Context: an optimization exercise on an open-source flow, tuned for small area, a short achievable clock period and few clock cycles per item. The choices shown serve that exercise and are no tape-out recipe.
Function was checked by simulation only, so behaviour that the tests miss may differ from the original.

--- flow/constraint.sdc ---
create_clock -name core_clock -period 11.0 [get_ports {clk}]
set_input_delay 2.2000 -clock core_clock [delete_from_list [all_inputs] [get_ports {clk}]]
set_output_delay 2.2000 -clock core_clock [all_outputs]
set_load 0.01 [all_outputs]
--- flow/config.mk ---
export PLATFORM = sky130hd
export DESIGN_NAME = eib_codec
export DESIGN_NICKNAME = eib_codec
export VERILOG_FILES = /design/flow/design.v
export SDC_FILE = /design/flow/constraint.sdc
export NUM_CORES = 4
export LEC_CHECK = 0
export CAP_MARGIN = 20
export CORE_MARGIN = 2
export CORE_UTILIZATION = 30
export SLEW_MARGIN = 20
--- flow/run.sh ---
#!/bin/bash
# synth_recipe.tcl (not shown) runs the flow's synth.tcl, then flattens the netlist and writes it again
# the make line also repeats each setting of config.mk as NAME=value (left out here)
make -C /OpenROAD-flow-scripts/flow DESIGN_CONFIG=/design/flow/config.mk WORK_HOME=/design/flow/orfs CLKGATE_MAP_FILE= SYNTH_SCRIPT=/design/flow/synth_recipe.tcl finish
--- flow/design.v ---
module eib_tag_resolve (
    input  wire [3:0]   tlen,
    input  wire [119:0] tag,      
    output reg  [3:0]   tc
);
    reg [63:0] folded;
    integer i;
    always @* begin
        for (i = 0; i < 8; i = i + 1) begin
            if (tag[8*i +: 8] >= 8'h41 && tag[8*i +: 8] <= 8'h5A)
                folded[8*i +: 8] = tag[8*i +: 8] + 8'h20;
            else
                folded[8*i +: 8] = tag[8*i +: 8];
        end
    end
    function automatic is_tag(input [63:0] f, input [3:0] n,
                                input [63:0] s, input [3:0] len);
        reg [63:0] want;
        integer k;
        begin
            want = 64'd0;
            for (k = 0; k < 8; k = k + 1)
                if (k < len)
                    want[8*k +: 8] = s[8*({28'd0, len}-1-k) +: 8];
            is_tag = (n == len) &&
                     ((f & ((64'd1 << (8*len)) - 64'd1)) == want);
        end
    endfunction
    always @* begin
        tc = 4'd0;
        if (is_tag(folded, tlen, "str",      3)) tc = 4'd1;
        if (is_tag(folded, tlen, "string",   6)) tc = 4'd1;
        if (is_tag(folded, tlen, "percent",  7)) tc = 4'd2;
        if (is_tag(folded, tlen, "hum",      3)) tc = 4'd2;
        if (is_tag(folded, tlen, "humidity", 8)) tc = 4'd2;
        if (is_tag(folded, tlen, "%",        1)) tc = 4'd2;
        if (is_tag(folded, tlen, "dpt5",     4)) tc = 4'd2;
        if (is_tag(folded, tlen, "dpt6",     4)) tc = 4'd2;
        if (is_tag(folded, tlen, "float",    5)) tc = 4'd3;
        if (is_tag(folded, tlen, "temp",     4)) tc = 4'd3;
        if (is_tag(folded, tlen, "dpt9",     4)) tc = 4'd3;
        if (is_tag(folded, tlen, "dpt14",    5)) tc = 4'd3;
        if (is_tag(folded, tlen, "int",      3)) tc = 4'd4;
        if (is_tag(folded, tlen, "int:be",   6)) tc = 4'd4;
        if (is_tag(folded, tlen, "uint",     4)) tc = 4'd5;
        if (is_tag(folded, tlen, "uint:be",  7)) tc = 4'd5;
        if (is_tag(folded, tlen, "int:le",   6)) tc = 4'd6;
        if (is_tag(folded, tlen, "uint:le",  7)) tc = 4'd7;
        if (is_tag(folded, tlen, "time",     4)) tc = 4'd8;
        if (is_tag(folded, tlen, "date",     4)) tc = 4'd9;
        if (is_tag(folded, tlen, "datetime", 8)) tc = 4'd10;
    end
endmodule
module eib_bin2dec (
    input  wire [7:0]   bits,
    input  wire [39:0]  lsd,      
    input  wire [7:0]   f_in,
    input  wire [159:0] r_in,
    output reg  [7:0]   f_out,
    output reg  [159:0] r_out
);
    function automatic [3:0] adj(input [3:0] d);
        adj = (d >= 4'd5) ? d + 4'd3 : d;
    endfunction
    reg [3:0]  d0, d1, a;
    reg [39:0] co;
    reg        cf;
    integer t, c;
    always @* begin
        f_out = f_in;
        r_out = r_in;
        for (t = 7; t >= 0; t = t - 1) begin
            for (c = 0; c < 40; c = c + 1)
                co[c] = (r_out[4*c +: 4] >= 4'd5);
            d0 = f_out[3:0];
            d1 = f_out[7:4];
            cf = (d1 >= 4'd5);
            a = adj(d1);
            f_out[7:4] = {a[2:0], d0 >= 4'd5};
            a = adj(d0);
            f_out[3:0] = {a[2:0], bits[t]};
            for (c = 0; c < 40; c = c + 1) begin
                a = adj(r_out[4*c +: 4]);
                r_out[4*c +: 4] = {a[2:0], ((c < 39) ? co[(c < 39) ? c + 1 : c] : 1'b0) | (lsd[c] & cf)};
            end
        end
    end
endmodule
module eib_codec (
    input  wire         clk,
    input  wire         rst,
    input  wire         start,
    input  wire         bytag,     
    input  wire [3:0]   tc,
    input  wire         f32le,     
    input  wire [3:0]   plen,
    input  wire [119:0] pb,        
    input  wire [3:0]   tlen,
    input  wire [119:0] tag,       
    output wire         ready,
    output reg          done,
    output wire         v_valid,
    output wire         v_fallback,
    output wire [3:0]   v_kind,
    output wire [3:0]   v_tc,
    output reg  [119:0] v_int,
    output wire         v_fsel,
    output wire [27:0]  v_f16h,
    output wire [31:0]  v_f32,
    output wire [2:0]   v_dow,
    output wire [11:0]  v_year,
    output wire [3:0]   v_month,
    output wire [4:0]   v_day,
    output wire [4:0]   v_hour,
    output wire [5:0]   v_min,
    output wire [5:0]   v_sec,
    output wire [5:0]   v_slen,
    output reg  [343:0] v_str      
);
    localparam K_INT = 4'd1, K_UINT = 4'd2, K_TEXT = 4'd3, K_FLOAT = 4'd4,
               K_TIME = 4'd5, K_DATE = 4'd6, K_DTIME = 4'd7, K_HEX = 4'd8;
    localparam S_IDLE = 2'd0, S_CONV = 2'd1, S_P32A = 2'd2, S_P32B = 2'd3;
    reg [1:0] state;
    assign ready = (state == S_IDLE);
    reg [119:0] op_pb;
    reg [3:0]   op_tc;
    reg [3:0]   op_len;
    reg         op_le;
    reg         valid;
    wire [3:0] tag_tc;
    eib_tag_resolve u_tag (.tlen(tlen), .tag(tag), .tc(tag_tc));
    wire [3:0] in_tc = bytag ? tag_tc : tc;
    function automatic [7:0] hexchar(input [3:0] d);
        hexchar = (d < 4'd10) ? (8'h30 + {4'd0, d}) : (8'h57 + {4'd0, d});
    endfunction
    function automatic [15:0] dec2(input [6:0] x);
        dec2 = {8'h30 + {1'b0, x / 7'd10}, 8'h30 + {1'b0, x % 7'd10}};
    endfunction
    function automatic [23:0] dayname(input [2:0] d);
        case (d)
            3'd1: dayname = "Mon";
            3'd2: dayname = "Tue";
            3'd3: dayname = "Wed";
            3'd4: dayname = "Thu";
            3'd5: dayname = "Fri";
            3'd6: dayname = "Sat";
            default: dayname = "Sun";
        endcase
    endfunction
    function automatic [5:0] nint_of_len(input [7:0] l);
        case (l)
            8'd0: nint_of_len = 6'd1;
            8'd1: nint_of_len = 6'd1;
            8'd2: nint_of_len = 6'd1;
            8'd3: nint_of_len = 6'd1;
            8'd4: nint_of_len = 6'd1;
            8'd5: nint_of_len = 6'd1;
            8'd6: nint_of_len = 6'd1;
            8'd7: nint_of_len = 6'd1;
            8'd8: nint_of_len = 6'd1;
            8'd9: nint_of_len = 6'd1;
            8'd10: nint_of_len = 6'd2;
            8'd11: nint_of_len = 6'd2;
            8'd12: nint_of_len = 6'd2;
            8'd13: nint_of_len = 6'd2;
            8'd14: nint_of_len = 6'd3;
            8'd15: nint_of_len = 6'd3;
            8'd16: nint_of_len = 6'd3;
            8'd17: nint_of_len = 6'd4;
            8'd18: nint_of_len = 6'd4;
            8'd19: nint_of_len = 6'd4;
            8'd20: nint_of_len = 6'd5;
            8'd21: nint_of_len = 6'd5;
            8'd22: nint_of_len = 6'd5;
            8'd23: nint_of_len = 6'd5;
            8'd24: nint_of_len = 6'd6;
            8'd25: nint_of_len = 6'd6;
            8'd26: nint_of_len = 6'd6;
            8'd27: nint_of_len = 6'd7;
            8'd28: nint_of_len = 6'd7;
            8'd29: nint_of_len = 6'd7;
            8'd30: nint_of_len = 6'd8;
            8'd31: nint_of_len = 6'd8;
            8'd32: nint_of_len = 6'd8;
            8'd33: nint_of_len = 6'd8;
            8'd34: nint_of_len = 6'd9;
            8'd35: nint_of_len = 6'd9;
            8'd36: nint_of_len = 6'd9;
            8'd37: nint_of_len = 6'd10;
            8'd38: nint_of_len = 6'd10;
            8'd39: nint_of_len = 6'd10;
            8'd40: nint_of_len = 6'd11;
            8'd41: nint_of_len = 6'd11;
            8'd42: nint_of_len = 6'd11;
            8'd43: nint_of_len = 6'd11;
            8'd44: nint_of_len = 6'd12;
            8'd45: nint_of_len = 6'd12;
            8'd46: nint_of_len = 6'd12;
            8'd47: nint_of_len = 6'd13;
            8'd48: nint_of_len = 6'd13;
            8'd49: nint_of_len = 6'd13;
            8'd50: nint_of_len = 6'd14;
            8'd51: nint_of_len = 6'd14;
            8'd52: nint_of_len = 6'd14;
            8'd53: nint_of_len = 6'd14;
            8'd54: nint_of_len = 6'd15;
            8'd55: nint_of_len = 6'd15;
            8'd56: nint_of_len = 6'd15;
            8'd57: nint_of_len = 6'd16;
            8'd58: nint_of_len = 6'd16;
            8'd59: nint_of_len = 6'd16;
            8'd60: nint_of_len = 6'd17;
            8'd61: nint_of_len = 6'd17;
            8'd62: nint_of_len = 6'd17;
            8'd63: nint_of_len = 6'd17;
            8'd64: nint_of_len = 6'd18;
            8'd65: nint_of_len = 6'd18;
            8'd66: nint_of_len = 6'd18;
            8'd67: nint_of_len = 6'd19;
            8'd68: nint_of_len = 6'd19;
            8'd69: nint_of_len = 6'd19;
            8'd70: nint_of_len = 6'd20;
            8'd71: nint_of_len = 6'd20;
            8'd72: nint_of_len = 6'd20;
            8'd73: nint_of_len = 6'd20;
            8'd74: nint_of_len = 6'd21;
            8'd75: nint_of_len = 6'd21;
            8'd76: nint_of_len = 6'd21;
            8'd77: nint_of_len = 6'd22;
            8'd78: nint_of_len = 6'd22;
            8'd79: nint_of_len = 6'd22;
            8'd80: nint_of_len = 6'd23;
            8'd81: nint_of_len = 6'd23;
            8'd82: nint_of_len = 6'd23;
            8'd83: nint_of_len = 6'd23;
            8'd84: nint_of_len = 6'd24;
            8'd85: nint_of_len = 6'd24;
            8'd86: nint_of_len = 6'd24;
            8'd87: nint_of_len = 6'd25;
            8'd88: nint_of_len = 6'd25;
            8'd89: nint_of_len = 6'd25;
            8'd90: nint_of_len = 6'd26;
            8'd91: nint_of_len = 6'd26;
            8'd92: nint_of_len = 6'd26;
            8'd93: nint_of_len = 6'd26;
            8'd94: nint_of_len = 6'd27;
            8'd95: nint_of_len = 6'd27;
            8'd96: nint_of_len = 6'd27;
            8'd97: nint_of_len = 6'd28;
            8'd98: nint_of_len = 6'd28;
            8'd99: nint_of_len = 6'd28;
            8'd100: nint_of_len = 6'd29;
            8'd101: nint_of_len = 6'd29;
            8'd102: nint_of_len = 6'd29;
            8'd103: nint_of_len = 6'd30;
            8'd104: nint_of_len = 6'd30;
            8'd105: nint_of_len = 6'd30;
            8'd106: nint_of_len = 6'd30;
            8'd107: nint_of_len = 6'd31;
            8'd108: nint_of_len = 6'd31;
            8'd109: nint_of_len = 6'd31;
            8'd110: nint_of_len = 6'd32;
            8'd111: nint_of_len = 6'd32;
            8'd112: nint_of_len = 6'd32;
            8'd113: nint_of_len = 6'd33;
            8'd114: nint_of_len = 6'd33;
            8'd115: nint_of_len = 6'd33;
            8'd116: nint_of_len = 6'd33;
            8'd117: nint_of_len = 6'd34;
            8'd118: nint_of_len = 6'd34;
            8'd119: nint_of_len = 6'd34;
            8'd120: nint_of_len = 6'd35;
            8'd121: nint_of_len = 6'd35;
            8'd122: nint_of_len = 6'd35;
            8'd123: nint_of_len = 6'd36;
            8'd124: nint_of_len = 6'd36;
            8'd125: nint_of_len = 6'd36;
            8'd126: nint_of_len = 6'd36;
            8'd127: nint_of_len = 6'd37;
            8'd128: nint_of_len = 6'd37;
            8'd129: nint_of_len = 6'd37;
            8'd130: nint_of_len = 6'd38;
            8'd131: nint_of_len = 6'd38;
            8'd132: nint_of_len = 6'd38;
            8'd133: nint_of_len = 6'd39;
            8'd134: nint_of_len = 6'd39;
            8'd135: nint_of_len = 6'd39;
            default: nint_of_len = 6'd39;
        endcase
    endfunction
    wire [7:0] p0 = op_pb[7:0];
    wire [7:0] p1 = op_pb[15:8];
    wire [7:0] p2 = op_pb[23:16];
    wire [7:0] p3 = op_pb[31:24];
    wire [7:0] p4 = op_pb[39:32];
    wire [7:0] p5 = op_pb[47:40];
    wire is_float = (op_tc == 4'd3);
    wire fl2 = is_float && (op_len == 4'd2);
    wire fl4 = is_float && (op_len == 4'd4);
    wire fallback = (is_float && !fl2 && !fl4) ||
                    ((op_tc == 4'd8 || op_tc == 4'd9) && op_len < 4'd3) ||
                    (op_tc == 4'd10 && op_len < 4'd6) ||
                    (op_tc >= 4'd11);
    reg [3:0] kind;
    always @* begin
        if (fallback)
            kind = K_HEX;
        else
            case (op_tc)
                4'd1:             kind = K_TEXT;
                4'd2, 4'd5, 4'd7: kind = K_UINT;
                4'd4, 4'd6:       kind = K_INT;
                4'd3:             kind = K_FLOAT;
                4'd8:             kind = K_TIME;
                4'd9:             kind = K_DATE;
                4'd10:            kind = K_DTIME;
                default:          kind = K_HEX;
            endcase
    end
    assign v_valid    = valid;
    assign v_fallback = valid && fallback;
    assign v_kind     = valid ? kind : 4'd0;
    assign v_tc       = op_tc;
    wire int_be = (op_tc == 4'd2) || (op_tc == 4'd4) || (op_tc == 4'd5);
    wire int_sg = (op_tc == 4'd4) || (op_tc == 4'd6);
    reg [119:0] in_mask, int_le, int_rv, int_bev;
    reg         int_sign;
    integer i;
    always @* begin
        for (i = 0; i < 15; i = i + 1) begin
            in_mask[8*i +: 8] = (i < op_len) ? 8'hFF : 8'h00;
            int_rv[8*i +: 8]  = op_pb[8*(14-i) +: 8];
        end
        int_le  = op_pb & in_mask;
        int_bev = int_rv >> {(4'd15 - op_len), 3'd0};
        int_sign = 1'b0;
        for (i = 0; i < 15; i = i + 1)
            if (op_len == i + 1)
                int_sign = op_pb[8*i + 7];
        if (int_be)
            int_sign = op_pb[7];
        v_int = (int_be ? int_bev : int_le) |
                ((int_sg && op_len != 4'd0 && int_sign) ? ~in_mask : 120'd0);
    end
    wire        is_dt  = (op_tc == 4'd10);
    assign v_dow   = p0[7:5];
    assign v_year  = is_dt ? (12'd1900 + {4'd0, p0}) : (12'd2000 + {4'd0, p2});
    assign v_month = p1[3:0];
    assign v_day   = is_dt ? p2[4:0] : p0[4:0];
    assign v_hour  = is_dt ? p3[4:0] : p0[4:0];
    assign v_min   = is_dt ? p4[5:0] : p1[5:0];
    assign v_sec   = is_dt ? p5[5:0] : p2[5:0];
    wire [7:0]  yb   = is_dt ? p0 : p2;
    wire [7:0]  yh   = yb / 8'd100;
    wire [6:0]  ylo  = yb % 8'd100;
    wire [15:0] y_hi = is_dt ? ((yh == 8'd0) ? "19" : (yh == 8'd1) ? "20" : "21")
                             : {"2", 8'h30 + yh};
    wire [79:0] s_date = {y_hi, dec2(ylo), "-", dec2({3'd0, v_month}), "-",
                          dec2({2'd0, v_day})};
    wire [63:0] s_hms  = {dec2({2'd0, v_hour}), ":", dec2({1'd0, v_min}), ":",
                          dec2({1'd0, v_sec})};
    wire [23:0] s_dn   = dayname(v_dow);
    wire        h_s = p0[7];
    wire [3:0]  h_e = p0[6:3];
    wire [27:0] h_ms = {{17{h_s}}, p0[2:0], p1};
    assign v_f16h = h_ms << h_e;
    wire [31:0] w = op_le ? {p3, p2, p1, p0} : {p0, p1, p2, p3};
    assign v_f32  = w;
    assign v_fsel = (op_len == 4'd4);
    wire [7:0]  w_e = w[30:23];
    wire        w_special = (w_e == 8'hFF);
    wire        w_nan = w_special && (w[22:0] != 23'd0);
    wire [8:0]  w_ee = (w_e == 8'd0) ? 9'd1 : {1'b0, w_e};
    wire [23:0] w_m = {w_e != 8'd0, w[22:0]};
    wire [30:0] w_m100 = w_m * 7'd100;
    reg  [39:0]  y;        
    reg  [4:0]   cnt;      
    reg  [5:0]   dp;       
    reg          rerun;    
    reg  [159:0] r;        
    reg  [7:0]   f;        
    wire         neg = fl4 ? w[31] : h_s;
    reg [39:0] lsd;
    always @* begin
        for (i = 0; i < 40; i = i + 1)
            lsd[i] = (dp == i + 1);
    end
    wire [159:0] r_nx;
    wire [7:0]   f_nx;
    eib_bin2dec u_b2d (.bits(y[39:32]), .lsd(lsd), .f_in(f), .r_in(r),
                       .f_out(f_nx), .r_out(r_nx));
    wire lead0 = (dp > {5'd0, neg} + 6'd1) &&
                 ((neg ? r_nx[7:4] : r_nx[3:0]) == 4'd0);
    wire        i_s = pb[7];
    wire [3:0]  i_e = pb[6:3];
    wire [10:0] i_m = {pb[2:0], pb[15:8]};
    wire [11:0] i_ams = i_s ? (12'd2048 - {1'b0, i_m}) : {1'b0, i_m};
    wire [26:0] i_ah = {15'd0, i_ams} << i_e;
    wire [5:0]  i_dp = {5'd0, i_s} + 6'd1 + (i_ah >= 27'd1000) + (i_ah >= 27'd10000) +
                       (i_ah >= 27'd100000) + (i_ah >= 27'd1000000) +
                       (i_ah >= 27'd10000000);
    wire [2:0]  i_pad = 3'd4 - i_e[2:0];
    wire [39:0] i_y = {i_ams, 28'd0} >> i_pad;
    wire [5:0]  i_cnt6 = ({2'd0, i_e} + 6'd19) >> 3;
    wire [4:0]  i_cnt = i_cnt6[4:0];
    wire [30:0] mt = y[30:0];
    wire        sh_case = (w_ee > 9'd150);
    wire [6:0]  w_s = w_ee[6:0] - 7'd22;            
    wire [8:0]  w_kk = 9'd150 - w_ee;
    wire        q_zero = !sh_case && (w_kk >= 9'd32);
    wire [4:0]  k5 = w_kk[4:0];
    wire [31:0] mask = (32'd1 << k5) - 32'd1;
    wire [31:0] mt32 = {1'b0, mt};
    wire        r_half = (k5 != 5'd0) && mt32[k5 - 5'd1];
    wire        r_stk  = |(mt32 & (mask >> 1));
    wire        r_lsb  = mt32[k5];
    wire        r_up   = r_half && (r_stk || r_lsb);
    wire [31:0] xr = r_up ? ((mt32 | mask) + 32'd1) : (mt32 & ~mask);
    wire [31:0] x  = sh_case ? {mt, 1'b0} : xr;
    wire [5:0]  x_hb = x[31] ? 6'd32 : x[30] ? 6'd31 : x[29] ? 6'd30 : 6'd0;   
    wire [7:0]  x_len = sh_case ? ({2'd0, x_hb} - 8'd1 + {1'b0, w_s})
                                : ((x_hb == 6'd0) ? 8'd0 : ({2'd0, x_hb} - {3'd0, k5}));
    wire [7:0]  x_ns = sh_case ? (8'd31 + {1'b0, w_s}) : (8'd32 - {3'd0, k5});
    wire [2:0]  x_pad = 3'd0 - x_ns[2:0];
    wire [39:0] x_y = {x, 8'd0} >> x_pad;
    wire [4:0]  x_cnt = (x_ns + 8'd7) >> 3;
    wire [5:0]  x_dp = {5'd0, w[31]} + nint_of_len(x_len);
    always @(posedge clk) begin
        done <= 1'b0;
        if (rst) begin
            state <= S_IDLE;
            valid <= 1'b0;
        end else begin
            case (state)
                S_IDLE: begin
                    if (start) begin
                        op_tc  <= in_tc;
                        op_len <= plen;
                        op_pb  <= pb;
                        op_le  <= f32le;
                        valid  <= 1'b1;
                        rerun  <= 1'b0;
                        r      <= 160'd0;
                        f      <= 8'd0;
                        y      <= i_y;
                        cnt    <= i_cnt;
                        dp     <= i_dp;
                        if (in_tc == 4'd3 && plen == 4'd2)
                            state <= S_CONV;
                        else if (in_tc == 4'd3 && plen == 4'd4)
                            state <= S_P32A;
                        else
                            done <= 1'b1;
                    end
                end
                S_P32A: begin
                    y <= {9'd0, w_m100};
                    if (w_special) begin
                        done  <= 1'b1;
                        state <= S_IDLE;
                    end else begin
                        state <= S_P32B;
                    end
                end
                S_P32B: begin
                    y   <= x_y;
                    cnt <= x_cnt;
                    if (!rerun)
                        dp <= x_dp;
                    if (q_zero) begin
                        dp    <= {5'd0, w[31]} + 6'd1;
                        done  <= 1'b1;
                        state <= S_IDLE;
                    end else begin
                        state <= S_CONV;
                    end
                end
                S_CONV: begin
                    r   <= r_nx;
                    f   <= f_nx;
                    y   <= {y[31:0], 8'd0};
                    cnt <= cnt - 5'd1;
                    if (cnt == 5'd1) begin
                        if (lead0) begin
                            rerun <= 1'b1;
                            dp    <= dp - 6'd1;
                            r     <= 160'd0;
                            f     <= 8'd0;
                            state <= S_P32A;
                        end else begin
                            done  <= 1'b1;
                            state <= S_IDLE;
                        end
                    end
                end
            endcase
        end
    end
    reg  [5:0]   slen;
    reg  [343:0] s_hex, s_fl;
    reg  [7:0]   ch;
    always @* begin
        for (i = 0; i < 15; i = i + 1) begin
            s_hex[16*i +: 8]     = hexchar(op_pb[8*i + 4 +: 4]);
            s_hex[16*i + 8 +: 8] = hexchar(op_pb[8*i +: 4]);
        end
        s_hex[343:240] = 104'd0;
        for (i = 0; i < 43; i = i + 1) begin
            if (i < dp)
                ch = (i == 0 && neg) ? "-" : {4'h3, r[4*((i < 40) ? i : 39) +: 4]};
            else if (i == dp)
                ch = ".";
            else if (i == dp + 1)
                ch = {4'h3, f[7:4]};
            else
                ch = {4'h3, f[3:0]};
            s_fl[8*i +: 8] = ch;
        end
        if (fl4 && w_special) begin
            if (w_nan)
                s_fl[31:0] = {8'd0, "nan"};
            else if (neg)
                s_fl[31:0] = "fni-";
            else
                s_fl[31:0] = {8'd0, "fni"};
        end
        v_str = s_hex;
        slen  = {1'b0, op_len, 1'b0};
        case (kind)
            K_TEXT: begin
                v_str = {224'd0, op_pb};
                slen  = {2'd0, op_len};
            end
            K_TIME: begin
                if (v_dow == 3'd0) begin
                    for (i = 0; i < 8; i = i + 1)
                        v_str[8*i +: 8] = s_hms[8*(7-i) +: 8];
                    slen = 6'd8;
                end else begin
                    for (i = 0; i < 3; i = i + 1)
                        v_str[8*i +: 8] = s_dn[8*(2-i) +: 8];
                    v_str[31:24] = " ";
                    for (i = 0; i < 8; i = i + 1)
                        v_str[8*(i+4) +: 8] = s_hms[8*(7-i) +: 8];
                    slen = 6'd12;
                end
            end
            K_DATE, K_DTIME: begin
                for (i = 0; i < 10; i = i + 1)
                    v_str[8*i +: 8] = s_date[8*(9-i) +: 8];
                v_str[87:80] = "T";
                for (i = 0; i < 8; i = i + 1)
                    v_str[8*(i+11) +: 8] = s_hms[8*(7-i) +: 8];
                slen = (kind == K_DATE) ? 6'd10 : 6'd19;
            end
            K_FLOAT: begin
                v_str = s_fl;
                if (fl4 && w_special)
                    slen = (!w_nan && neg) ? 6'd4 : 6'd3;
                else
                    slen = dp + 6'd3;
            end
            K_INT, K_UINT: slen = 6'd0;
            default: ;
        endcase
    end
    assign v_slen = valid ? slen : 6'd0;
endmodule
==> results.json <==
{
  "maxCapViolCount": 0,
  "first_iter_violations": 10900,
  "max_stage_delay_ns": 0.70,
  "cts_root_buffer": "clkbuf_16",
  "dp_hpwl_um": 321000,
  "clock_path_buffers": 3,
  "die_area_um2": 255000,
  "antenna_found_initial": 63,
  "cts_tree": "built",
  "setup_tns_ns": 0,
  "final_common_cell": "nor2_1",
  "syn_area_per_cell_um2": 7.34,
  "via_per_inst": 5.86,
  "htreeDepth": 2,
  "async_flop_share_pct": 0,
  "routed_wl_um": 411000,
  "ys_types": 120,
  "start_kind": "flop",
  "worstPathRequired_ns": 8.80,
  "die_y_um": 505,
  "fin_skew_ns": 0.0611,
  "cts.sinks": 356,
  "whs_ns": 0.663,
  "wl_per_cell_um": 29.0,
  "initial_core_util_pct": 30.2,
  "clk_latency_ns": 0.76,
  "maxSlewHeadroom_pct": 9.56,
  "path_class": "flop to output port",
  "final-max-slew-violation-count": 0,
  "worst_path_max_delay_cell": "nor4bb_4",
  "end_kind": "output port",
  "drive_above_1_share_pct": 8.02,
  "num_vias": 83100,
  "min_path_type": "flop to flop",
  "port_buffers": 745,
  "setup-violations-final": 0,
  "tightest_slew_ns": 1.34,
  "overflow": 0,
  "grt_pass1_vias": 75500,
  "grt_usage_pct": 30.6,
  "core_area_um2": 249000,
  "synth_area_um2": 75200,
  "route.detailed.drc": 0,
  "cts_buffers": 54,
  "status": "complete, no violations",
  "hold_violations": 0,
  "seq_area_frac_synth_pct": 14.1,
  "fmax_mhz": 94.2,
  "netlist_instances": 10200,
  "num_rows": 183,
  "gp_congestion": 1.05,
  "grt_max_degree": 147,
  "yosys.area.top_type": "ha_1",
  "synth_flop_cell": "edfxtp_1",
  "yosys-top-cells-area": "ha_1 (15%), edfxtp_1 (14%), mux2i_1 (8.2%), o21ai_0 (5.7%), a21oi_1 (5.5%)",
  "layout_common_cells": "nor2_1 (997), inv_1 (968), ha_1 (885)",
  "yosysWarnings": 3,
  "period_minus_slack_ns": 10.61,
  "crit_fanout": 11,
  "grt_pass1_wl_um": 564000,
  "syn_to_final_growth_pct": 18.5,
  "final_antenna_net_count": 0,
  "yosysTopAreaCellShare_pct": 14.7,
  "cp_data_arrival_time_ns": 8.41,
  "rsz0062_at_grt": "no",
  "nFillCells": 26600,
  "first_pass_iters": 12,
  "finalCritPeriodShare_pct": 96.5,
  "clk_pin_slew_ns": 0.06,
  "ios": 841,
  "synth_edf_count": 348,
  "cp_common_cell": "inv_1",
  "nets": 11900,
  "die_x_um": 505,
  "synth-seq-cells": 356
}
==> final cells by class <==
cell class              instances  area [um^2]  share of cell area (%)
multi-input cells            8302        58600                    65.8
inverters                     986         3710                    4.16
well taps                    3330         4170                    4.68
flip-flops and latches        356        10600                    11.9
repair buffers               1078        10100                    11.3
diodes                         25         62.6                  0.0702
clock buffers                  65         1430                    1.61
clock inverters                34          450                   0.505
==> final timing paths <==
path	startpoint	to	slack, ns	depth (start not counted)
setup / recovery	op_tc[0]	v_str[38]	0.39	29
hold / removal	y[31]	y[39]	0.66	2
setup reg to reg	op_le	dp[4]	0.63	38
hold reg to reg	y[31]	y[39]	0.66	2
==> cell usage after synthesis (44+ instances only) <==
cell type  count
o21ai_0      857
mux2_2       288
a211oi_1      69
xnor2_1      420
and2_1        64
nand2_1      858
a221o_1       76
o211ai_1      91
a21boi_0      53
o31ai_1       61
inv_1        970
a22oi_1       48
a21o_1        55
nand4_1       53
buf_4         70
and3_1        48
mux2i_1      616
nor2b_1      292
or3_1         44
o22ai_1      107
buf_1         90
nor3b_1       60
o21a_1        69
a31oi_1       86
ha_1         885
edfxtp_1     348
a221oi_1      60
nor2_1      1010
clkbuf_1     459
o221ai_1      57
xor2_1        87
a21oi_1      824
o21ai_1       46
nand3_1      178
nand2b_1     142
nor3_1       147
==> sequential cells by signal (all words and copies together), names as in the netlist, named ones only <==
name,flops
op_le,1
f,8
state,2
y,39
dp,6
valid,1
done,1
rerun,1
op_pb,120
op_tc,4
r,160
cnt,5
op_len,4
==> kinds of logic (layout without fill, tap and decap cells) <==
family          Yosys count  count (layout)  synth area share [%]
flops                   356             356                  14.1
fa+ha+maj               908             908                  15.3
buf+inv                1627            2163                  8.56
simple gates           3060            3061                  19.2
other cells               2              67               0.00999
mux                     930             930                  13.3
compound gates         2854            2854                  23.6
xor+xnor                507             507                  5.90
==> routing by layer <==
layer / part of all wire, % / global-route usage (%) / vias to the layer above
met4: 11 / 26.7 / 34
met3: 12 / 9.74 / 1305
met1: 37 / 36.0 / 39400
met5: 0.058 / 0 / -
li1: - / - / 37300
met2: 41 / 44.5 / 4992
==> repair_timing <==
action,4_1_cts,5_1_grt
setup buffers,0,5
setup endpoints to repair,0,180
hold endpoints to repair,0,0
hold buffers,0,0
resized for setup,0,21
==> critical path, delay by kind of cell, from the launching register on <==
| family | cells | cell delay (ns) |
|---|---|---|
| adder cells (fa/ha/maj) | 3 | 0.65 |
| buffers and inverters | 7 | 1.60 |
| AND/OR/NAND/NOR | 7 | 2.06 |
| AO/OA/AOI/OAI | 9 | 1.83 |
| XOR/XNOR | 3 | 1.11 |
| flip-flops | 1 | 0.43 |
==> through the flow <==
step	cell area [um^2]	setup slack, ns	util, %	instances
floorplan	75400	0.617	-	10300
global placement	87000	0.330	34.9	14000
detailed placement	87000	0.162	34.9	14000
CTS	88800	0.120	35.7	14100
global route	89100	0.0339	35.8	14200
finish	89100	0.386	35.8	14200
Testbench counts, summed over its fixed seeds: cycles 4,443, items 1,920.

-- port drivers added, routing unchanged --
In the flow no input, the clock included, has a driving cell. The finished layout below was timed again as built, in two steps.
Step 1: set_driving_cell puts a clkbuf_16 on clk and a buf_2 on each other input, an assumption about the parent block.
Step 2 adds t to the input delays and takes it off the output delays; t is the mean of the earliest and latest rising clock arrival at the registers after step 1. Input paths then give back, and output paths get back, about the clock's delay inside the block.
Three values: no drivers, after step 1, after step 2; two values: the first two.
shift t [ns]: 0.796
setup WS [ns]: 0.386 / 0.317 / 0.627
worst setup path after step 2: register to register
cell pins on the clock port's net: 1
After both steps this run still meets setup and hold. The setup slack of this run moves by -0.069 ns with the drivers and by +0.241 ns with both steps.
